Source: an optimization exercise on an open RTL-to-GDS flow (aim: small area). Production flows keep margins and buffers that such runs may drop. Function was checked by simulation only, so behaviour that the tests miss may differ from the original. No activity file was given, so power comes from the tool's default toggle rates.

==> design/flow/design.v <==
module cwe_table (
    input  wire [31:0] id,
    output wire        valid,       
    output wire        c03,
    output wire        c05,         
    output wire        c07,
    output wire        c10,
    output wire        c11,
    output wire        cgen         
);
    assign valid = (id[31:5] == 27'd0) && (id[4:0] < 5'd18);
    assign c03   = (id[4:0] == 5'h03);
    assign c05   = (id[4:0] == 5'h05);
    assign c07   = (id[4:0] == 5'h07);
    assign c10   = (id[4:0] == 5'h10);
    assign c11   = (id[4:0] == 5'h11);
    assign cgen  = !(c03 || c05 || c07 || c10 || c11);
endmodule
module cwe_codec (
    input  wire [31:0] reg_id,
    input  wire [31:0] value,
    input  wire        dir_write,
    input  wire [31:0] w,
    input  wire        f,
    output wire        valid_id,
    output reg  [31:0] enc_w,
    output wire        enc_f,
    output wire [31:0] x0,           
    output reg  [31:0] dec_value
);
    wire c03, c05, c07, c10, c11, cgen;
    cwe_table u_table (
        .id(reg_id), .valid(valid_id), .c03(c03), .c05(c05), .c07(c07),
        .c10(c10), .c11(c11), .cgen(cgen)
    );
    assign enc_f = c05;
    always @(*) begin
        if (!dir_write) begin
            enc_w = {8'h0E, 19'd0, reg_id[4:0]};
            if (c03) enc_w = 32'h0A030000;
            if (c05) enc_w = 32'h0C060000;
            if (c07) enc_w = 32'h0A070000;
            if (c10) enc_w = 32'h0A100000;
            if (c11) enc_w = 32'h0A110000;
        end else begin
            enc_w = {16'h0F00, value[15:0]};
            if (c03) enc_w = {20'h0B030, value[11:0]};
            if (c05) enc_w = {16'h0C86, 2'b00, value[9:0], 4'd0};
            if (c07) enc_w = {16'h0D07, value[2:0], 13'd1};
            if (c10) enc_w = {24'd0, value[7:0]};
            if (c11) enc_w = value;
        end
    end
    assign x0 = f ? {8'h0C, w[23], 7'h05, 16'h0000} : w;
    always @(*) begin
        dec_value = {16'd0, x0[15:0] & {16{!f}}};
        if (c03) dec_value = {20'd0, x0[11:0] & {12{!f}}};
        if (c05) dec_value = {22'd0, w[13:4] & {10{f}}};
        if (c07) dec_value = {29'd0, x0[15:13] & {3{!f}}};
        if (c10) dec_value = {24'd0, x0[7:0] & {8{!f}}};
        if (c11) dec_value = x0;
    end
endmodule
module cwe_engine (
    input  wire        clk,
    input  wire        rst,             
    input  wire        req_valid,
    output wire        req_ready,
    input  wire [3:0]  req_op,
    input  wire        req_dir,         
    input  wire [31:0] req_a0,
    input  wire [31:0] req_a1,
    output wire        res_valid,
    output wire [3:0]  res_status,
    output wire [31:0] res_value,
    output wire [31:0] res_x1,
    output wire        res_len8,
    output wire [7:0]  res_terr,
    output wire        t_req_valid,
    output wire [1:0]  t_req_kind,      
    output wire [31:0] t_req_word,      
    output wire [15:0] t_req_len,       
    input  wire        t_ack,
    input  wire        t_err,
    input  wire [7:0]  t_errcode,
    input  wire [31:0] t_rdata,
    output wire        p_resume_req,    
    input  wire        p_done,
    input  wire        p_ok,
    output wire        p_release,       
    input  wire        completion,
    input  wire        cmode,           
    input  wire        tick,
    input  wire [31:0] now,
    output reg  [31:0] last_resp,
    output reg  [31:0] last_ts,
    output reg         last_valid
);
    localparam [15:0] OPC_WDB = 16'h0A01;
    localparam [3:0] ST_OK = 4'd0, ST_INVADDR = 4'd1, ST_TIMEOUT = 4'd2,
                     ST_PROTO = 4'd3, ST_ACKTO = 4'd4, ST_PWRFAIL = 4'd5,
                     ST_TRANSPORT = 4'd7, ST_UNSUPPORTED = 4'd8;
    localparam [3:0]
        S_IDLE   = 4'd0,
        S_RESUME = 4'd1,
        S_ENC    = 4'd2,    
        S_LOADW  = 4'd3,    
        S_SENDX  = 4'd4,    
        S_WAIT   = 4'd5,    
        S_EXD    = 4'd6,    
        S_SEND2  = 4'd7,    
        S_SEND3  = 4'd8,    
        S_DLYR   = 4'd9,    
        S_DLYC   = 4'd10,   
        S_WBEND  = 4'd11,   
        S_FIN    = 4'd12;   
    reg [3:0]  state;
    reg [3:0]  op;
    reg        dirw;
    reg        lane;
    reg        cseen;
    reg [1:0]  ackcnt;
    reg [3:0]  status;
    reg [31:0] r0, r1;
    reg [31:0] w;
    reg        f;
    reg [21:0] m;
    reg [12:0] t;
    wire s_idle   = (state == S_IDLE);
    wire s_resume = (state == S_RESUME);
    wire s_enc    = (state == S_ENC);
    wire s_loadw  = (state == S_LOADW);
    wire s_sendx  = (state == S_SENDX);
    wire s_wait   = (state == S_WAIT);
    wire s_exd    = (state == S_EXD);
    wire s_send2  = (state == S_SEND2);
    wire s_send3  = (state == S_SEND3);
    wire s_dlyr   = (state == S_DLYR);
    wire s_dlyc   = (state == S_DLYC);
    wire s_wbend  = (state == S_WBEND);
    wire s_fin    = (state == S_FIN);
    wire        c_valid, c_f;
    wire [31:0] c_w, c_x0, c_dec;
    cwe_codec u_codec (
        .reg_id(r0), .value(r1), .dir_write(dirw), .w(w), .f(f),
        .valid_id(c_valid), .enc_w(c_w), .enc_f(c_f), .x0(c_x0), .dec_value(c_dec)
    );
    wire        partial = (m == r1[31:10]);
    wire [10:0] chunk   = partial ? {1'b0, r1[9:0]} : 11'd1024;
    wire        wbdone  = partial && (r1[9:0] == 10'd0);
    wire        ack_ok  = (t_rdata == 32'h0000010A);    
    wire t5000 = t[12] & t[9] & t[8] & t[7] & t[3];
    wire t10   = t[3] & t[1];
    wire t2    = t[1];
    wire done_wait = !cmode || cseen || completion;
    assign req_ready    = s_idle;
    assign res_valid    = s_fin;
    assign res_status   = status;
    assign res_value    = r0;
    assign res_x1       = f ? w : 32'd0;
    assign res_len8     = f;
    assign res_terr     = r0[7:0];
    assign t_req_valid  = s_sendx | s_send2 | s_send3;
    assign t_req_kind   = s_send3 ? 2'd3 : s_send2 ? 2'd2 : {1'b0, op[1] & op[0]};
    assign t_req_word   = r0;
    assign t_req_len    = s_send3 ? 16'd4 : {5'd0, chunk};
    assign p_resume_req = s_resume;
    assign p_release    = s_fin && op[3] && !op[2] && (status != ST_PWRFAIL);
    function [3:0] body;
        input [3:0] o;
        begin
            if (o[2])               body = S_ENC;     
            else if (o[1:0] == 2'd0) body = S_SENDX;   
            else if (o[1:0] == 2'd3) body = S_DLYC;    
            else                    body = S_ENC;     
        end
    endfunction
    wire req_unsup = req_op[2] && (req_op[3] || !req_op[1]);
    always @(posedge clk) begin
        if (s_idle) begin
            r1     <= req_a1;
            op     <= req_op;
            dirw   <= (req_op == 4'h6) ? req_dir : (req_op[1:0] == 2'd2);
            status <= req_unsup ? ST_UNSUPPORTED : ST_OK;
        end
        if (s_wait || s_dlyr || s_dlyc)
            t <= t + {12'd0, tick};
        else
            t <= 13'd0;
        cseen <= (s_sendx && (cseen || completion)) || (s_wait && cseen);
        if (s_idle) begin
            m    <= 22'd0;
            lane <= 1'b0;
        end
        if (s_send2)
            ackcnt <= 2'd0;
        if (s_idle)
            r0 <= req_a0;
        if ((s_sendx || s_send2 || s_send3) && t_ack)
            r0 <= {t_rdata[31:8], t_err ? t_errcode : t_rdata[7:0]};
        if (s_loadw)
            r0 <= (op[2] && op[0]) ? c_dec : (op[2] || !lane) ? c_x0 : w;
        if (s_exd) begin
            if (op[1:0] == 2'd3)
                r0 <= {m, 10'd0};
            else if (op[1:0] != 2'd0)
                r0[31:16] <= 16'd0;
        end
        if (s_dlyc)
            r0 <= {OPC_WDB, 5'd0, chunk};
        if (s_wbend)
            r0 <= {m, r1[9:0]};
        if (s_enc && c_valid && !(op[2] && op[0])) begin
            w <= c_w;
            f <= c_f;
        end
        if (s_wait && done_wait) begin
            last_resp  <= r0;
            last_ts    <= now;
            last_valid <= 1'b1;
        end
        case (state)
        S_IDLE:
            if (req_valid) begin
                if (req_unsup)
                    state <= S_FIN;
                else if (req_op[3])
                    state <= S_RESUME;
                else
                    state <= body(req_op);
            end
        S_RESUME:
            if (p_done) begin
                if (p_ok)
                    state <= body(op);
                else begin
                    status <= ST_PWRFAIL;
                    state  <= S_FIN;
                end
            end
        S_ENC:
            if (c_valid)
                state <= S_LOADW;
            else begin
                status <= ST_INVADDR;
                state  <= S_FIN;
            end
        S_LOADW:
            state <= op[2] ? S_FIN : S_SENDX;
        S_SENDX:
            if (t_ack) begin
                if (t_err) begin
                    status <= ST_TRANSPORT;
                    state  <= S_FIN;
                end else if (r0[28])
                    state <= S_EXD;
                else
                    state <= S_WAIT;
            end
        S_WAIT:
            if (done_wait)
                state <= S_EXD;
            else if (t5000) begin
                status <= ST_TIMEOUT;
                state  <= S_FIN;
            end
        S_EXD:
            case (op[1:0])
            2'd0: state <= S_FIN;
            2'd3:
                if (r0[31:16] == OPC_WDB)
                    state <= S_SEND2;
                else begin
                    status <= ST_PROTO;
                    state  <= S_FIN;
                end
            default:
                if (f && !lane) begin
                    lane  <= 1'b1;
                    state <= S_LOADW;
                end else
                    state <= S_FIN;
            endcase
        S_SEND2:
            if (t_ack) begin
                if (t_err) begin
                    status <= ST_TRANSPORT;
                    state  <= S_FIN;
                end else
                    state <= S_SEND3;
            end
        S_SEND3:
            if (t_ack) begin
                if (t_err) begin
                    status <= ST_TRANSPORT;
                    state  <= S_FIN;
                end else if (ack_ok) begin
                    if (partial)
                        state <= S_WBEND;
                    else begin
                        m     <= m + 22'd1;
                        state <= S_DLYC;
                    end
                end else if (ackcnt == 2'd2) begin
                    status <= ST_ACKTO;
                    state  <= S_FIN;
                end else begin
                    ackcnt <= ackcnt + 2'd1;
                    state  <= S_DLYR;
                end
            end
        S_DLYR:
            if (t2)
                state <= S_SEND3;
        S_DLYC:
            if (wbdone)
                state <= S_WBEND;
            else if (t10)
                state <= S_SENDX;
        S_WBEND:
            state <= S_FIN;
        default:
            state <= S_IDLE;
        endcase
        if (rst) begin
            state      <= S_IDLE;
            last_valid <= 1'b0;
        end
    end
endmodule
==> design/flow/run.sh <==
#!/bin/bash
# synth_recipe.tcl (not shown) runs the flow's synth.tcl, then flattens the netlist and writes it again
# the make line also repeats each setting of config.mk as NAME=value (left out here)
make -C /OpenROAD-flow-scripts/flow DESIGN_CONFIG=/design/flow/config.mk WORK_HOME=/design/flow/orfs CLKGATE_MAP_FILE= SYNTH_SCRIPT=/design/flow/synth_recipe.tcl finish
==> design/flow/config.mk <==
export PLATFORM = sky130hd
export DESIGN_NAME = cwe_engine
export DESIGN_NICKNAME = cwe_engine
export VERILOG_FILES = /design/flow/design.v
export SDC_FILE = /design/flow/constraint.sdc
export NUM_CORES = 4
export LEC_CHECK = 0
export CAP_MARGIN = 20
export CORE_MARGIN = 2
export CORE_UTILIZATION = 40
export SLEW_MARGIN = 20
==> design/flow/constraint.sdc <==
create_clock -name core_clock -period 10.0 [get_ports {clk}]
set_input_delay 2.0000 -clock core_clock [delete_from_list [all_inputs] [get_ports {clk}]]
set_output_delay 2.0000 -clock core_clock [all_outputs]
set_load 0.01 [all_outputs]
==> results of run 1 <==
state kept, by name, summed over array words and instances (netlist names):
register	count
ackcnt	2
r1	32
m	22
cseen	1
last_valid	1
state	4
w	32
t	13
f	1
r0	32
last_resp	32
dirw	1
last_ts	32
status	4
lane	1
op	4
placed cells by master, fill, tap and decap left out, types with 9 or more instances in the layout:
| cell type | Yosys | routed |
|---|---|---|
| xor2_1 | 29 | 29 |
| edfxtp_1 | 134 | 134 |
| a22o_1 | 28 | 28 |
| clkbuf_16 | 0 | 27 |
| o21ai_0 | 39 | 39 |
| nand2_1 | 128 | 128 |
| and2_1 | 42 | 41 |
| a21oi_1 | 68 | 67 |
| nand4_1 | 12 | 12 |
| a21o_1 | 9 | 9 |
| o21ai_1 | 22 | 22 |
| and3_1 | 30 | 29 |
| nor2b_1 | 11 | 11 |
| buf_4 | 48 | 13 |
| clkdlybuf4s50_1 | 0 | 342 |
| mux2i_1 | 9 | 9 |
| xnor2_1 | 12 | 12 |
| a22oi_1 | 15 | 15 |
| nor3_1 | 16 | 15 |
| nor4_1 | 20 | 20 |
| nand3_1 | 38 | 38 |
| o31ai_1 | 10 | 10 |
| inv_1 | 23 | 23 |
| dfxtp_1 | 80 | 80 |
| a31oi_1 | 18 | 18 |
| nor2_1 | 66 | 66 |
area by class of cell:
class	instances	share of cell area (%)
Clock inverter	13	0.9505
Clock buffer	31	4.637
Multi-Input combinational cell	752	30.58
Tap cell	341	2.818
Timing Repair Buffer	355	23.26
Sequential cell	214	37.16
Inverter	24	0.5951
layer usage:
metal	part of all wire [%]	wire length, µm
met2	43	18300
met4	2.6	1100
met1	45	19110
met3	9.2	3925
met5	0	0
tightest hold or removal path: cells and delay by family, from the launching register on:
family	cells	cell delay [ps]
AND/OR/NAND/NOR	2	120
flip-flops	1	330
power by group:
part / internal [mW] / total [mW] / switching, mW
Sequential: 1.17 / 1.47 / 0.299
Clock: 0.573 / 0.941 / 0.368
Combinational: 0.738 / 1.67 / 0.936
metrics by stage:
step | instances | total power [mW] | instance area [µm²] | hold WS, ps
CTS | 1730 | 4.078 | 15130 | 485.4
finish | 1730 | 4.088 | 15140 | 483.7
detailed placement | 1686 | 3.138 | 14290 | 471.2
global placement | 1686 | 3.144 | 14290 | 452.6
floorplan | 1099 | 2.367 | 10950 | 445.2
global route | 1730 | 4.264 | 15140 | 523.1
cell families (layout without fill, tap and decap cells):
| family | after synthesis | after routing | synth area share (%) |
|---|---|---|---|
| AO/OA/AOI/OAI | 273 | 273 | 16.95 |
| XOR/XNOR | 41 | 41 | 3.283 |
| other | 1 | 5 | 0.03428 |
| multiplexers | 17 | 17 | 1.647 |
| flip-flops | 214 | 214 | 51.42 |
| buffers and inverters | 133 | 423 | 6.554 |
| AND/OR/NAND/NOR | 410 | 410 | 19.42 |
| adder cells (fa/ha/maj) | 6 | 6 | 0.6862 |
worst max-delay path by stage:
stage,cells past startpoint,from,endpoint
floorplan,2,cmode,last_resp[0]$_DFFE_PP_
global placement,9,t_rdata[26],m[19]$_DFF_P_
detailed placement,9,t_rdata[26],m[19]$_DFF_P_
CTS,6,r1[11]$_DFFE_PP_,t_req_len[5]
global route,6,m[8]$_DFF_P_,t_req_len[5]
finish,6,r1[11]$_DFFE_PP_,t_req_len[5]
==> key figures, run 1 <==
Route
  – DR DRC count: 0
  – Routed wire per std cell: 24.53 µm
  – DR vias/cell: 5.716
  – 1st-iter DRT viols: 936
  – Detailed-route wire length: 42440 µm
  – Antenna-violating nets left: 0
  – Via count: 9889
  – First-pass iteration count of the detailed router: 5

Synth
  – Yosys top cell area share: 36.78%
  – Post-synth EDFFs: 134
  – Synth area leaders: edfxtp_1 (37%), dfxtp_1 (15%), nand2_1 (4.4%)
  – Most frequent cells after synthesis: edfxtp_1 (134), nand2_1 (128), dfxtp_1 (80)
  – Register bit total from synthesis: 214
  – Mean post-synth cell area: 9.990 µm²
  – Mapped Area: 0.01094 mm²
  – Top FF cell, synth: edfxtp_1
  – Syn Inst Count: 1095
  – Yosys Warn Count: 2
  – Seq/Total Area, Yosys: 51.42%
  – Post-synthesis cell type count: 84
  – Ys async rst share: 0%
  – Area leader, netlist: edfxtp_1
  – Count leader, synth: edfxtp_1

GRT
  – First-pass GRT wire length: 60880 µm
  – Pin count of the biggest net entering global routing: 67
  – Met3 GRT Util: 6.017%
  – Total gr overflow: 0
  – Total GRT Usage: 28.52%
  – Vias in the first global route: 9201
  – GRT met2 Usage: 43.16%
  – Met1 usage: 41.45%
  – Initial antenna violation count: 0
  – GRT Max-Usage Layer: met2

STA
  – Setup TNS Final: 0 ps
  – Min Tclk post-route: 5449 ps
  – Clock skew: 20.72 ps
  – Final hold vios: 0
  – Setup-failing EPs final: 0
  – Fin. max-slew vios: 0
  – RSZ-0062 raised after global routing: false
  – Slew margin rel.: 27.80%
  – Fmax: 0.1835 GHz
  – Fin crit share: 54.49%
  – Worst slew pin tran: 1079 ps
  – Final Worst Setup Slack: 4551 ps

Die
  – # rows: 60
  – Die ar.: 0.02869 mm²
  – Die W: 169.4 µm
  – Core ar.: 0.02688 mm²
  – Top Ports: 348
  – Die height: 169.4 µm
  – Starting Density: 40.70%

Critical path
  – Critical Path Source Type: flop
  – Top Family by Delay on Critical Path: simple AND/OR/NAND/NOR gates
  – CP peak stage delay: 890 ps
  – Worst setup path category: flop to output pin
  – Reg2Reg Capture Point: r0[16]$_DFF_P_
  – Worst path bufs/invs: 1
  – CP Capture Type: output pin
  – Worst r2r path cells: 9
  – Reg-to-reg slack, setup: 6450 ps
  – WP data arrival: 3450 ps
  – Max FO, Critical Path: 12
  – Req. time, crit path: 8000 ps
  – Crit-path cells: xor2_1, nor4_1, nand4_2, nor2_1, and3_1, clkdlybuf4s50_1
  – Crit-path slowest cell: nor2_1
  – Reg2Reg Launch Point: state[0]$_SDFFE_PP0P_

Power
  – Pleak: 5.540 nW
  – PD cells: 270.1 mW/mm²
  – Peak supply drop: 281.9 µV

Layout
  – Fillers: 2429
  – Fin nets: 1528
  – Multi-input logic area: 0.004629 mm²
  – Area added between synthesis and finish: 38.39%
  – Final Util: 56.33%
  – Ant diodes: 0
  – Fraction of layout cells with a size suffix above 1: 6.192%
  – FF/Latch Area: 0.005625 mm²

Placed design
  – Port Buffers: 342
  – Pre-CTS setup slack: 5092 ps
  – Hpwl dp: 32110 µm
  – Final Wtd Congestion: 0.9757

Clock tree
  – Hold-fix buffers at CTS: 0
  – Reg clk slew, reported paths: 60 ps
  – Post-CTS Setup Repair Bufs: 0
  – Deepest clock path buffer count: 3
  – Clock Tree Root: clkbuf_16
  – CTS tree: built
  – Clock Latency Late Sink: 530 ps
  – Post_cts resized: 0
  – CTS buffer count: 24
  – # H-tree levels: 1
  – Num Clock Sinks: 214

Worst hold path
  – Hold Crit Class: flop to flop
  – Hold Path Sink: last_valid$_SDFFE_PP0P_
  – HP Start: last_valid$_SDFFE_PP0P_
  – Hold Crit Depth: 2

Run status
  – Status: timing/DRC/antenna clean

Flow run
  – Max-Cap Viols: 0
==> inputs of run 2 (changes only) <==
--- a/design/flow/config.mk
+++ b/design/flow/config.mk
@@ -8,4 +8,4 @@
 export CAP_MARGIN = 20
 export CORE_MARGIN = 2
-export CORE_UTILIZATION = 40
+export CORE_UTILIZATION = 70
 export SLEW_MARGIN = 20
==> run 2 against run 1 <==
  * The run now fails in 5_1_grt
  * Synthesized cell count unchanged
  * Synthesized area unchanged
==> key figures, run 2 <==
Synth
  – Ys async rst share: 0% (unchanged)
  – Yosys top cell area share: 36.78% (unchanged)
  – Synth Area in Adders: 0.6863% (unchanged)
  – Syn Inst Count: 1095 (unchanged)
  – Yosys Warn Count: 2 (unchanged)
  – Mapped Area: 0.01094 mm² (unchanged)
  – Post-synth EDFFs: 134 (unchanged)
  – Mean post-synth cell area: 9.990 µm² (unchanged)
  – Seq/Total Area, Yosys: 51.42% (unchanged)
  – Count leader, synth: edfxtp_1
  – Compound-cell area share of the yosys netlist: 16.95% (unchanged)
  – Synth area leaders: edfxtp_1 (37%), dfxtp_1 (15%), nand2_1 (4.4%)
  – Simple-Gate Fraction of Synth Area: 19.42% (unchanged)
  – Area leader, netlist: edfxtp_1
  – Most frequent cells after synthesis: edfxtp_1 (134), nand2_1 (128), dfxtp_1 (80)
  – Top FF cell, synth: edfxtp_1
  – Largest family of logic cells by synthesized area: simple AND/OR/NAND/NOR gates
  – Register bit total from synthesis: 214 (unchanged)
  – Mux contribution to synthesized area: 1.647% (unchanged)
  – Post-synthesis cell type count: 84 (unchanged)
  – XOR/XNOR share of the synthesized area: 3.283% (unchanged)

GRT
  – Vias in the first global route: 14100
  – Total GRT Usage: 77.34%
  – Pin count of the biggest net entering global routing: 52
  – First-pass GRT wire length: 92730 µm
  – Total gr overflow: 9

Clock tree
  – # H-tree levels: 1 (unchanged)
  – Num Clock Sinks: 214 (unchanged)
  – Clock Tree Root: clkbuf_16
  – Deepest clock path buffer count: 3 (unchanged)
  – Hold-fix buffers at CTS: 0 (unchanged)
  – Post-CTS Setup Repair Bufs: 0 (unchanged)
  – CTS buffer count: 23 (-4.2%)
  – Post_cts resized: 0 (unchanged)

Placed design
  – Hpwl dp: 33350 µm (+3.9%)
  – Pre-CTS setup slack: 5107 ps (+15.03 ps)
  – Port Buffers: 342 (unchanged)
  – Final Wtd Congestion: 1.174 (+20%)

Die
  – Starting Density: 71.69% (+31 points)
  – # rows: 45 (-25%)
  – Top Ports: 348 (unchanged)
  – Die height: 129.0 µm (-24%)
  – Die W: 129.0 µm (-24%)

Run status
  – Run Error: [ERROR GRT-0116] Global routing finished with congestion. Check the congestion regions in the DRC Viewer.
  – Failed at: 5_1_grt
  – Status: stopped before the end
==> run 2: how the worst max path moves through the flow <==
stage | cells after the start | end
floorplan | 2 | last_resp[0]$_DFFE_PP_
global placement | 9 | m[19]$_DFF_P_
detailed placement | 9 | m[19]$_DFF_P_
CTS | 6 | t_req_len[8]
==> run 2: power groups by stage <==
| stage | Clock (mW) | Sequential (mW) | Combinational, mW |
|---|---|---|---|
| floorplan | 0 | 1.36 | 1.00 |
| global placement | 0 | 1.48 | 1.54 |
| detailed placement | 0 | 1.49 | 1.63 |
| CTS | 0.820 | 1.49 | 1.77 |
==> run 2: metrics by stage <==
step / hold WS, ps / cell area (µm²) / cells / utilization (%)
floorplan: 445.2 / 10950 / 1099 / -
global placement: 451.6 / 14100 / 1554 / 92.42
detailed placement: 479.4 / 14100 / 1554 / 92.42
CTS: 504.4 / 14820 / 1595 / 97.11
==> run 2: layer usage <==
metal,overflow,global-route usage (%)
met2,4,92.72
met3,0,65.24
met5,0,42.06
met1,0,75.97
met4,5,75.32
==> run 2: cells by family after synthesis <==
kind of cell / count (synthesis)
muxes: 17
and+or+nand+nor: 410
AOI/OAI and AO/OA: 273
xor gates and xnor gates: 41
other: 1
adders and majority gates: 6
DFF: 214
buffers and inverters: 133
==> inputs of run 3 (changes only) <==
--- a/design/flow/config.mk
+++ b/design/flow/config.mk
@@ -8,4 +8,5 @@
 export CAP_MARGIN = 20
 export CORE_MARGIN = 2
-export CORE_UTILIZATION = 70
+export CORE_UTILIZATION = 55
+export CTS_BUF_LIST = sky130_fd_sc_hd__clkbuf_4
 export SLEW_MARGIN = 20
==> run 3 against run 2 <==
  * Synthesized area unchanged
  * The run now finishes clean
  * Synthesized cell count unchanged
==> key figures, run 3 <==
Clock tree
  – CTS tree: built
  – Reg clk slew, reported paths: 60 ps
  – CTS buffer count: 53 (+130%)
  – Clock Tree Root: clkbuf_4
  – Post-CTS Setup Repair Bufs: 0 (unchanged)
  – Clock Latency Late Sink: 690 ps
  – # H-tree levels: 2 (+1)
  – Hold-fix buffers at CTS: 0 (unchanged)
  – Deepest clock path buffer count: 3 (unchanged)
  – Post_cts resized: 0 (unchanged)
  – Num Clock Sinks: 214 (unchanged)

Critical path
  – Worst setup path category: flop to output pin
  – Req. time, crit path: 8000 ps
  – Max FO, Critical Path: 12
  – WP data arrival: 3580 ps
  – Critical Path Source Type: flop
  – CP Capture Type: output pin

Placed design
  – Placed Cells incl. Taps: 1609 (+3.5%)
  – Port Buffers: 342 (unchanged)
  – Hpwl dp: 30630 µm (-8.2%)
  – Final Wtd Congestion: 0.9874 (-16%)

Power
  – Peak supply drop: 339.5 µV
  – Pleak: 5.545 nW
  – PD cells: 258.9 mW/mm²

GRT
  – First-pass GRT wire length: 60670 µm
  – Total gr overflow: 0
  – Vias in the first global route: 9784
  – Initial antenna violation count: 4
  – Pin count of the biggest net entering global routing: 62
  – Total GRT Usage: 37.82%

Synth
  – Yosys top cell area share: 36.78% (unchanged)
  – Top FF cell, synth: edfxtp_1
  – Post-synthesis cell type count: 84 (unchanged)
  – Mean post-synth cell area: 9.990 µm² (unchanged)
  – Register bit total from synthesis: 214 (unchanged)
  – Post-synth EDFFs: 134 (unchanged)
  – Most frequent cells after synthesis: edfxtp_1 (134), nand2_1 (128), dfxtp_1 (80)
  – Count leader, synth: edfxtp_1
  – Mapped Area: 0.01094 mm² (unchanged)
  – Seq/Total Area, Yosys: 51.42% (unchanged)
  – Ys async rst share: 0% (unchanged)
  – Yosys Warn Count: 2 (unchanged)
  – Syn Inst Count: 1095 (unchanged)
  – Synth area leaders: edfxtp_1 (37%), dfxtp_1 (15%), nand2_1 (4.4%)
  – Area leader, netlist: edfxtp_1

Route
  – DR DRC count: 0
  – First-pass iteration count of the detailed router: 5
  – Routed wire per std cell: 24.14 µm
  – Antenna-violating nets left: 0
  – 1st-iter DRT viols: 1556
  – Via count: 10540
  – DR vias/cell: 6.157
  – Detailed-route wire length: 41330 µm

Layout
  – Area added between synthesis and finish: 36.19%
  – Fin nets: 1557
  – Commonest non-fill, non-tap cells in the layout: clkdlybuf4s50_1 (342), edfxtp_1 (134), nand2_1 (128)
  – Commonest non-fill, non-tap cell in the layout: clkdlybuf4s50_1
  – Fraction of layout cells with a size suffix above 1: 9.280%
  – Cell Count, Final, Fillers Out: 1712

Worst hold path
  – Hold Crit Class: flop to flop

Die
  – Starting Density: 56.21% (-15 points)
  – Top Ports: 348 (unchanged)
  – # rows: 51 (+13%)
  – Die height: 145.0 µm (+12%)
  – Die W: 145.0 µm (+12%)
  – Core ar.: 0.01946 mm²
  – Die ar.: 0.02103 mm²

STA
  – Worst slew pin tran: 1055 ps
  – Slew margin rel.: 29.52%
  – Setup TNS Final: 0 ps
  – Fmax: 0.1791 GHz
  – Fin crit share: 55.84%
  – Fin. max-slew vios: 0
  – Clock skew: 44.56 ps
  – Setup-failing EPs final: 0
  – RSZ-0062 raised after global routing: false
  – Final hold vios: 0
  – Min Tclk post-route: 5584 ps

Run status
  – Status: timing/DRC/antenna clean

Flow run
  – Max-Cap Viols: 0
run 3: cell counts after synthesis:
No cell type changed its count.
run 3: worst paths after layout:
path                          from                end  slack, ps  depth (start not counted)
max               r1[30]$_DFFE_PP_       t_req_len[0]       4420                          6
min              ackcnt[0]$_DFF_P_  ackcnt[0]$_DFF_P_        510                          1
max reg2reg  state[2]$_SDFFE_PP0P_     r0[27]$_DFF_P_       6430                          8
min reg2reg      ackcnt[0]$_DFF_P_  ackcnt[0]$_DFF_P_        510                          1
run 3: routing by layer:
metal | part of all wire (%) | up-vias | track usage [%]
li1 | - | 4626 | -
met1 | 36 | 4965 | 48.49
met2 | 48 | 811 | 61.60
met3 | 12 | 137 | 9.057
met4 | 4.5 | 2 | 15.99
met5 | 0.027 | - | 0
run 3: stage by stage:
stage | total power [mW] | hold WS, ps | worst slack, ps | utilization (%) | area [µm²]
after floorplan | 2.367 | 445.2 | 2800 | - | 10950
after global placement | 3.052 | 451.1 | 5245 | 72.85 | 14180
after detailed placement | 3.075 | 479.7 | 5184 | 72.85 | 14180
after CTS | 3.813 | 508.7 | 4469 | 76.43 | 14880
after global routing | 4.016 | 540.0 | 4359 | 76.55 | 14900
final | 3.858 | 507.3 | 4416 | 76.55 | 14900
run 3: where the power goes:
group / switching (mW) / internal [mW] / total, mW
sequential: 0.305 / 1.17 / 1.48
clock: 0.365 / 0.383 / 0.748
combinational: 0.895 / 0.737 / 1.63
total: 1.56 / 2.29 / 3.86
run 3: area by class of cell:
class	instances	area [µm²]
Antenna cell	3	7.507
Clock buffer	84	630.6
Clock inverter	15	66.31
Fill cell	1365	4564
Inverter	24	90.09
Multi-Input combinational cell	752	4618
Sequential cell	214	5625
Tap cell	265	331.6
Timing Repair Buffer	355	3528
run 3: kinds of logic (layout without fill, tap and decap cells):
| logic type | Yosys count | count (layout) | synth area share [%] |
|---|---|---|---|
| other cells | 1 | 8 | 0.03428 |
| simple gates | 410 | 410 | 19.42 |
| buf+inv | 133 | 478 | 6.554 |
| xor+xnor | 41 | 41 | 3.283 |
| flops | 214 | 214 | 51.42 |
| mux | 17 | 17 | 1.647 |
| compound gates | 273 | 273 | 16.95 |
| fa+ha+maj | 6 | 6 | 0.6862 |
run 3: critical path, cell delays in order (launching register included):
cell             delay, ps
edfxtp_1               420
xor2_1                 210
nor4_1                 380
nand4_2                260
nor2_1                 780
and3_1                 300
clkdlybuf4s50_1        540
==> inputs of run 4 (changes only) <==
--- a/design/flow/config.mk
+++ b/design/flow/config.mk
@@ -8,5 +8,6 @@
 export CAP_MARGIN = 20
 export CORE_MARGIN = 2
-export CORE_UTILIZATION = 55
-export CTS_BUF_LIST = sky130_fd_sc_hd__clkbuf_4
+export CORE_UTILIZATION = 50
+export CTS_BUF_LIST = sky130_fd_sc_hd__clkbuf_8
+export CTS_CLUSTER_SIZE = 30
 export SLEW_MARGIN = 20
==> run 4 against run 3 <==
  * Sequential cell count stayed put
  * Worst setup slack better by 130 ps
  * Count of clock-buffer cells in the layout is 46 lower
  * Final area is 0.23% lower
  * Routed wire length is 1.5% higher
  * Non-clock buffer count is 1 higher
  * Die area is 9.7% higher
  * Register-to-register slack better by 190 ps
  * Maximum frequency is 2.3% higher
  * Critical endpoint unchanged
  * Largest cell class unchanged
  * Largest power group unchanged
==> key figures, run 4 <==
Run status
  – Status: timing/DRC/antenna clean

Clock tree
  – CTS tree: built
  – Clock Tree Root: clkbuf_8
  – # H-tree levels: 2 (unchanged)
  – Hold-fix buffers at CTS: 0 (unchanged)
  – Deepest clock path buffer count: 3 (unchanged)
  – Post_cts resized: 0 (unchanged)
  – Post-CTS Setup Repair Bufs: 0 (unchanged)
  – Clock Latency Late Sink: 560 ps (-130 ps)
  – CTS buffer count: 36 (-32%)
  – Num Clock Sinks: 214 (unchanged)
  – Reg clk slew, reported paths: 60 ps (about the same)

STA
  – Slew margin rel.: 31.47% (+2.0 points)
  – Min Tclk post-route: 5457 ps (-127.5 ps)
  – Final hold vios: 0 (unchanged)
  – RSZ-0062 raised after global routing: false
  – Clock skew: 39.35 ps (-5.206 ps)
  – Fmax: 0.1833 GHz (+2.3%)
  – Setup-failing EPs final: 0 (unchanged)
  – Worst slew pin tran: 1024 ps (-30.48 ps)
  – Fin crit share: 54.57% (-1.3 points)
  – Setup TNS Final: 0 ps (unchanged)
  – Fin. max-slew vios: 0 (unchanged)

Synth
  – Ys async rst share: 0% (unchanged)
  – Post-synth EDFFs: 134 (unchanged)
  – Synth area leaders: edfxtp_1 (37%), dfxtp_1 (15%), nand2_1 (4.4%)
  – Mean post-synth cell area: 9.990 µm² (unchanged)
  – Seq/Total Area, Yosys: 51.42% (unchanged)
  – Count leader, synth: edfxtp_1
  – Top FF cell, synth: edfxtp_1
  – Most frequent cells after synthesis: edfxtp_1 (134), nand2_1 (128), dfxtp_1 (80)
  – Mapped Area: 0.01094 mm² (unchanged)
  – Syn Inst Count: 1095 (unchanged)
  – Yosys top cell area share: 36.78% (unchanged)
  – Area leader, netlist: edfxtp_1
  – Register bit total from synthesis: 214 (unchanged)
  – Yosys Warn Count: 2 (unchanged)
  – Post-synthesis cell type count: 84 (unchanged)

Power
  – Int Pwr: 2.270 mW (-1.0%)
  – Sw Ratio: 40.82% (+0.26 points)
  – Pwr Total: 3.835 mW (-0.57%)
  – Combinational group share of total power: 43.6% (+1.3 points)
  – PD cells: 258.1 mW/mm² (-0.34%)
  – Clock power share: 18.5% (-0.9 points)
  – Flop pwr share: 37.9% (-0.4 points)
  – Pleak: 5.512 nW (-0.58%)
  – Peak supply drop: 183.5 µV (-46%)
  – NetSw: 1.566 mW (about the same)

Flow run
  – Max-Cap Viols: 0 (unchanged)

Worst hold path
  – Hold Crit Class: flop to flop
  – HP Start: last_valid$_SDFFE_PP0P_

Layout
  – Cell Count, Final, Fillers Out: 1692 (-1.2%)
  – Fin nets: 1541 (-1.0%)
  – Commonest non-fill, non-tap cell in the layout: clkdlybuf4s50_1
  – Commonest non-fill, non-tap cells in the layout: clkdlybuf4s50_1 (342), edfxtp_1 (134), nand2_1 (128)
  – Area added between synthesis and finish: 35.87%
  – Fraction of layout cells with a size suffix above 1: 6.378% (-2.9 points)
  – Fillers: 1734 (+27%)

Route
  – Via count: 10100 (-4.2%)
  – First-pass iteration count of the detailed router: 5 (unchanged)
  – 1st-iter DRT viols: 1243 (-20%)
  – DR DRC count: 0 (unchanged)
  – DR vias/cell: 5.968 (-3.1%)
  – Detailed-route wire length: 41970 µm (+1.5%)
  – Routed wire per std cell: 24.80 µm (+2.7%)
  – Antenna-violating nets left: 0 (unchanged)

Critical path
  – Req. time, crit path: 8000 ps (about the same)
  – Crit-path slowest cell: nor2_1
  – Reg2Reg Launch Point: state[0]$_SDFFE_PP0P_
  – Crit-path cells: xor2_1, nor4_1, nand4_2, nor2_1, and3_1, clkdlybuf4s50_1
  – CP Capture Type: output pin
  – Crit path from: r1[11]$_DFFE_PP_
  – WP data arrival: 3460 ps (-120 ps)
  – Max FO, Critical Path: 12 (unchanged)
  – Worst setup path category: flop to output pin
  – CP peak stage delay: 730 ps (-50 ps)
  – Worst path bufs/invs: 1 (unchanged)
  – Top Family by Delay on Critical Path: simple AND/OR/NAND/NOR gates
  – Critical Path Source Type: flop

Placed design
  – Final Wtd Congestion: 0.9565 (-3.1%)
  – Hpwl dp: 31960 µm (+4.3%)
  – Port Buffers: 342 (unchanged)
  – Placed Cells incl. Taps: 1626 (+1.1%)

GRT
  – Total gr overflow: 0 (unchanged)
  – Initial antenna violation count: 2 (-2)
  – First-pass GRT wire length: 61550 µm (+1.5%)
  – Vias in the first global route: 9599 (-1.9%)
  – Total GRT Usage: 34.99% (-2.8 points)
  – Pin count of the biggest net entering global routing: 67 (+8.1%)

Die
  – Die W: 151.9 µm (+4.7%)
  – Starting Density: 50.60% (-5.6 points)
  – Core ar.: 0.02162 mm² (+11%)
  – Die ar.: 0.02308 mm² (+9.7%)
  – Die height: 151.9 µm (+4.7%)
  – Top Ports: 348 (unchanged)
  – # rows: 54 (+5.9%)
[run 4: cell counts after synthesis]
Identical to the previous run, type by type.
[run 4: metal layers]
layer / track usage (%) / vias up / part of all wire, %
met5: 0 / - / 0.031
met4: 15.00 / 2 / 4.4
met3: 6.931 / 110 / 9.4
met2: 57.25 / 657 / 47
met1: 45.51 / 4764 / 39
li1: - / 4565 / -
[run 4: area by class of cell]
cell class,count,area (µm²),area share (%)
well taps,280,350.3,2.357
multi-input cells,752,4622,31.10
clock buffers,38,523.0,3.519
inverters,24,90.09,0.6061
flip-flops and latches,214,5625,37.85
diodes,1,2.502,0.01684
clock inverters,27,121.4,0.8166
repair buffers,356,3528,23.74
[run 4: tightest hold or removal path: cells and delay by family, from the launching register on]
family / cells / cell delay [ps]
and+or+nand+nor: 2 / 120
DFF: 1 / 330
[run 4: worst paths after layout]
path | depth (start not counted) | end | slack (ps)
setup / recovery | 6 | t_req_len[0] | 4540
hold / removal | 2 | last_valid$_SDFFE_PP0P_ | 480
setup reg to reg | 7 | r0[27]$_DFF_P_ | 6620
hold reg to reg | 2 | last_valid$_SDFFE_PP0P_ | 480
[run 4: logic make-up (layout without fill, tap and decap cells)]
logic type / Yosys count / count (layout) / share of synthesized area [%]
AND/OR/NAND/NOR: 410 / 410 / 19.42
AO/OA/AOI/OAI: 273 / 273 / 16.95
flip-flops: 214 / 214 / 51.42
buffers and inverters: 133 / 445 / 6.554
XOR/XNOR: 41 / 41 / 3.283
multiplexers: 17 / 17 / 1.647
adder cells (fa/ha/maj): 6 / 6 / 0.6862
other: 1 / 6 / 0.03428
[run 4: stage by stage]
stage	worst slack, ps	hold slack [ps]	util (%)	area, µm²
3_5_place_dp	5083	469.6	65.74	14210
4_1_cts	4599	483.0	68.72	14860
6_report	4543	484.0	68.74	14860
5_1_grt	4508	519.0	68.74	14860
3_3_place_gp	5085	451.2	65.74	14210
2_1_floorplan	2800	445.2	-	10950
[run 4: power by group through the flow]
stage	Combinational, mW	Sequential, mW	Clock (mW)
after global placement	1.63	1.46	0
after detailed placement	1.64	1.46	0
after floorplan	1.00	1.36	0
after CTS	1.65	1.44	0.714
after global routing	1.78	1.46	0.754
final	1.67	1.45	0.709
==> inputs of run 5 (changes only) <==
==> design/flow/flow/run.sh (new file) <==
#!/bin/bash
# Layout flow: the standard ORFS flow (standard.sh), with the port
# buffers that global placement inserts on every input and output made of
# the platform's smallest buffer (buf_1) instead of the resizer's default
# choice. Everything else is the standard flow, unchanged.
set -euo pipefail
export BUFFER_PORTS_ARGS="-buffer_cell sky130_fd_sc_hd__buf_1"
bash standard.sh > flow_make.log 2>&1
==> design/flow/standard.sh (new file) <==
#!/bin/bash
# synth_recipe.tcl (not shown) runs the flow's synth.tcl, then flattens the netlist and writes it again
# the make line also repeats each setting of config.mk as NAME=value (left out here)
make -C /OpenROAD-flow-scripts/flow DESIGN_CONFIG=/design/flow/config.mk WORK_HOME=/design/flow/orfs CLKGATE_MAP_FILE= SYNTH_SCRIPT=/design/flow/synth_recipe.tcl "${@:-finish}"
removed: design/flow/run.sh
==> run 5 against run 4 <==
  * Critical endpoint unchanged
  * Global-route usage is 1.4 points lower
  * Clock skew fell by 17 ps
  * Largest power group is now registers
  * Still clean on timing, DRC and antenna
  * Worst setup slack improved by 490 ps
  * Critical path type unchanged
==> key figures, run 5 <==
GRT
  – Initial antenna violation count: 3 (+1)
  – Total gr overflow: 0 (unchanged)
  – Pin count of the biggest net entering global routing: 67 (unchanged)
  – Vias in the first global route: 9022 (-6.0%)
  – Total GRT Usage: 33.62% (-1.4 points)
  – First-pass GRT wire length: 58820 µm (-4.4%)

Synth
  – Top FF cell, synth: edfxtp_1
  – Count leader, synth: edfxtp_1
  – Ys async rst share: 0% (unchanged)
  – Post-synth EDFFs: 134 (unchanged)
  – Post-synthesis cell type count: 84 (unchanged)
  – Yosys Warn Count: 2 (unchanged)
  – Register bit total from synthesis: 214 (unchanged)
  – Most frequent cells after synthesis: edfxtp_1 (134), nand2_1 (128), dfxtp_1 (80)
  – Yosys top cell area share: 36.78% (unchanged)
  – Syn Inst Count: 1095 (unchanged)
  – Seq/Total Area, Yosys: 51.42% (unchanged)
  – Synth area leaders: edfxtp_1 (37%), dfxtp_1 (15%), nand2_1 (4.4%)
  – Mean post-synth cell area: 9.990 µm² (unchanged)
  – Mapped Area: 0.01094 mm² (unchanged)
  – Area leader, netlist: edfxtp_1

Worst hold path
  – Hold Crit Class: flop to flop

Die
  – # rows: 54 (unchanged)
  – Die W: 151.9 µm (unchanged)
  – Die height: 151.9 µm (unchanged)
  – Starting Density: 50.60% (unchanged)
  – Top Ports: 348 (unchanged)
  – Die ar.: 0.02308 mm² (unchanged)
  – Core ar.: 0.02162 mm² (unchanged)

Route
  – DR DRC count: 0 (unchanged)
  – Via count: 9972 (-1.2%)
  – First-pass iteration count of the detailed router: 8 (+3)
  – 1st-iter DRT viols: 865 (-30%)
  – DR vias/cell: 5.887 (-1.4%)
  – Detailed-route wire length: 40370 µm (-3.8%)
  – Routed wire per std cell: 23.83 µm (-3.9%)
  – Antenna-violating nets left: 0 (unchanged)

Placed design
  – Pre-CTS setup slack: 5502 ps (+419.6 ps)
  – Port Buffers: 342 (unchanged)
  – Final Wtd Congestion: 0.9653 (+0.92%)
  – Hpwl dp: 30820 µm (-3.5%)

Critical path
  – Worst setup path category: flop to output pin
  – CP Capture Type: output pin
  – Critical Path Source Type: flop
  – WP data arrival: 2970 ps (-490 ps)
  – Req. time, crit path: 8000 ps (about the same)
  – Max FO, Critical Path: 12 (unchanged)

Clock tree
  – # H-tree levels: 2 (unchanged)
  – Post-CTS Setup Repair Bufs: 0 (unchanged)
  – Clock Latency Late Sink: 520 ps (-40 ps)
  – Clock Tree Root: clkbuf_8
  – CTS buffer count: 37 (+2.8%)
  – Reg clk slew, reported paths: 60 ps (about the same)
  – Hold-fix buffers at CTS: 0 (unchanged)
  – Post_cts resized: 0 (unchanged)
  – Deepest clock path buffer count: 3 (unchanged)
  – Num Clock Sinks: 214 (unchanged)
  – CTS tree: built

STA
  – Clock skew: 22.06 ps (-17.29 ps)
  – Setup-failing EPs final: 0 (unchanged)
  – Fin crit share: 49.66% (-4.9 points)
  – Final hold vios: 0 (unchanged)
  – Fmax: 0.2014 GHz (+9.9%)
  – Worst Hold Slack: 480.2 ps (-3.742 ps)
  – RSZ-0062 raised after global routing: false
  – Min Tclk post-route: 4966 ps (-490.7 ps)
  – Setup TNS Final: 0 ps (unchanged)
  – Final Worst Setup Slack: 5034 ps (+490.7 ps)
  – Fin. max-slew vios: 0 (unchanged)
  – Slew margin rel.: 30.56% (-0.91 points)
  – Worst slew pin tran: 1038 ps (+13.62 ps)

Power
  – Pwr Total: 3.607 mW (-6.0%)
  – PD cells: 283.0 mW/mm² (+9.7%)
  – Peak supply drop: 239.5 µV (+31%)
  – Pleak: 4.610 nW (-16%)

Layout
  – Fillers: 1999 (+15%)
  – Fraction of layout cells with a size suffix above 1: 6.449% (+0.071 points)
  – Final Util: 58.95% (-9.8 points)
  – Area added between synthesis and finish: 16.52%
  – Commonest non-fill, non-tap cells in the layout: buf_1 (342), edfxtp_1 (134), nand2_1 (128)
  – Commonest non-fill, non-tap cell in the layout: buf_1
  – Fin nets: 1542 (+0.065%)

Flow run
  – Max-Cap Viols: 0 (unchanged)

Run status
  – Status: timing/DRC/antenna clean
run 5: path summary, 6_finish.rpt:
path | cells past startpoint | slack [ps] | startpoint | to
setup / recovery | 6 | 5030 | r1[11]$_DFFE_PP_ | t_req_len[0]
hold / removal | 2 | 480 | last_valid$_SDFFE_PP0P_ | last_valid$_SDFFE_PP0P_
setup reg to reg | 8 | 6440 | state[2]$_SDFFE_PP0P_ | r0[19]$_DFF_P_
hold reg to reg | 2 | 480 | last_valid$_SDFFE_PP0P_ | last_valid$_SDFFE_PP0P_
run 5: area by class of cell:
type | count | area (µm²) | area share, %
timing repair buffer | 356 | 1386 | 10.88
multi-input combinational | 752 | 4618 | 36.23
antenna | 3 | 7.507 | 0.05890
clock inverter | 26 | 131.4 | 1.031
inverter | 24 | 90.09 | 0.7068
sequential | 214 | 5625 | 44.13
clock buffer | 39 | 536.8 | 4.211
tap | 280 | 350.3 | 2.749
run 5: cell families after synthesis:
family,after synthesis,synth area share (%)
compound gates,273,16.95
buf+inv,133,6.554
other cells,1,0.03428
simple gates,410,19.42
mux,17,1.647
xor+xnor,41,3.283
fa+ha+maj,6,0.6862
flops,214,51.42
run 5: critical path, cell delays in order (launching register included):
cell	delay (ps)
edfxtp_1	450
xor2_1	190
nor4_1	390
nand4_2	260
nor2_1	700
and3_1	300
buf_1	170
run 5: stage by stage:
stage	cells	cell area, µm²
finish	1694	12750
global route	1694	12750
CTS	1690	12730
detailed placement	1625	12070
global placement	1625	12070
floorplan	1099	10950
run 5: metal layers:
metal / track usage [%] / vias up / wire length (µm)
met2: 54.03 / 549 / 19070
met3: 7.074 / 93 / 3369
met1: 44.74 / 4763 / 16340
met5: 0 / - / 0
li1: - / 4567 / -
met4: 13.35 / 0 / 1595
run 5: where the power goes:
group	switching (mW)	internal [mW]
sequential	0.313	1.17
combinational	0.899	0.487
clock	0.348	0.386
total	1.56	2.05

port drivers added, routing unchanged:
How much do the figures lean on ideal ports? The routed layouts below were timed once more, with nothing changed but the port constraints.
Step 1 sets driving cells, clkbuf_16 on the clock port and buf_2 on the other inputs (assumed; they add their load-dependent delay and slew).
Step 2, shift: input delay + t, output delay - t, t = (earliest + latest rising clock arrival at the registers) / 2. This alone moves slack from input paths to output paths.
Slacks: ideal ports / drivers / drivers and shift; pairs: ideal ports / drivers.
| run | t (ns) | setup WS [ns] | worst setup path at the end | worst data-port slew with drivers (ns) | pins driven straight from the clock port |
|---|---|---|---|---|---|
| run 1 | 0.564 | 4.551 / 4.503 / 5.006 | input to register | 0.08 | 1 |
| run 3 | 0.718 | 4.416 / 4.368 / 5.086 | register to output | 0.10 | 1 |
| run 4 | 0.583 | 4.543 / 4.500 / 5.057 | input to register | 0.13 | 1 |
| run 5 | 0.556 | 5.034 / 4.988 / 5.451 | input to register | 0.11 | 1 |
After both steps every run listed still meets setup and hold.
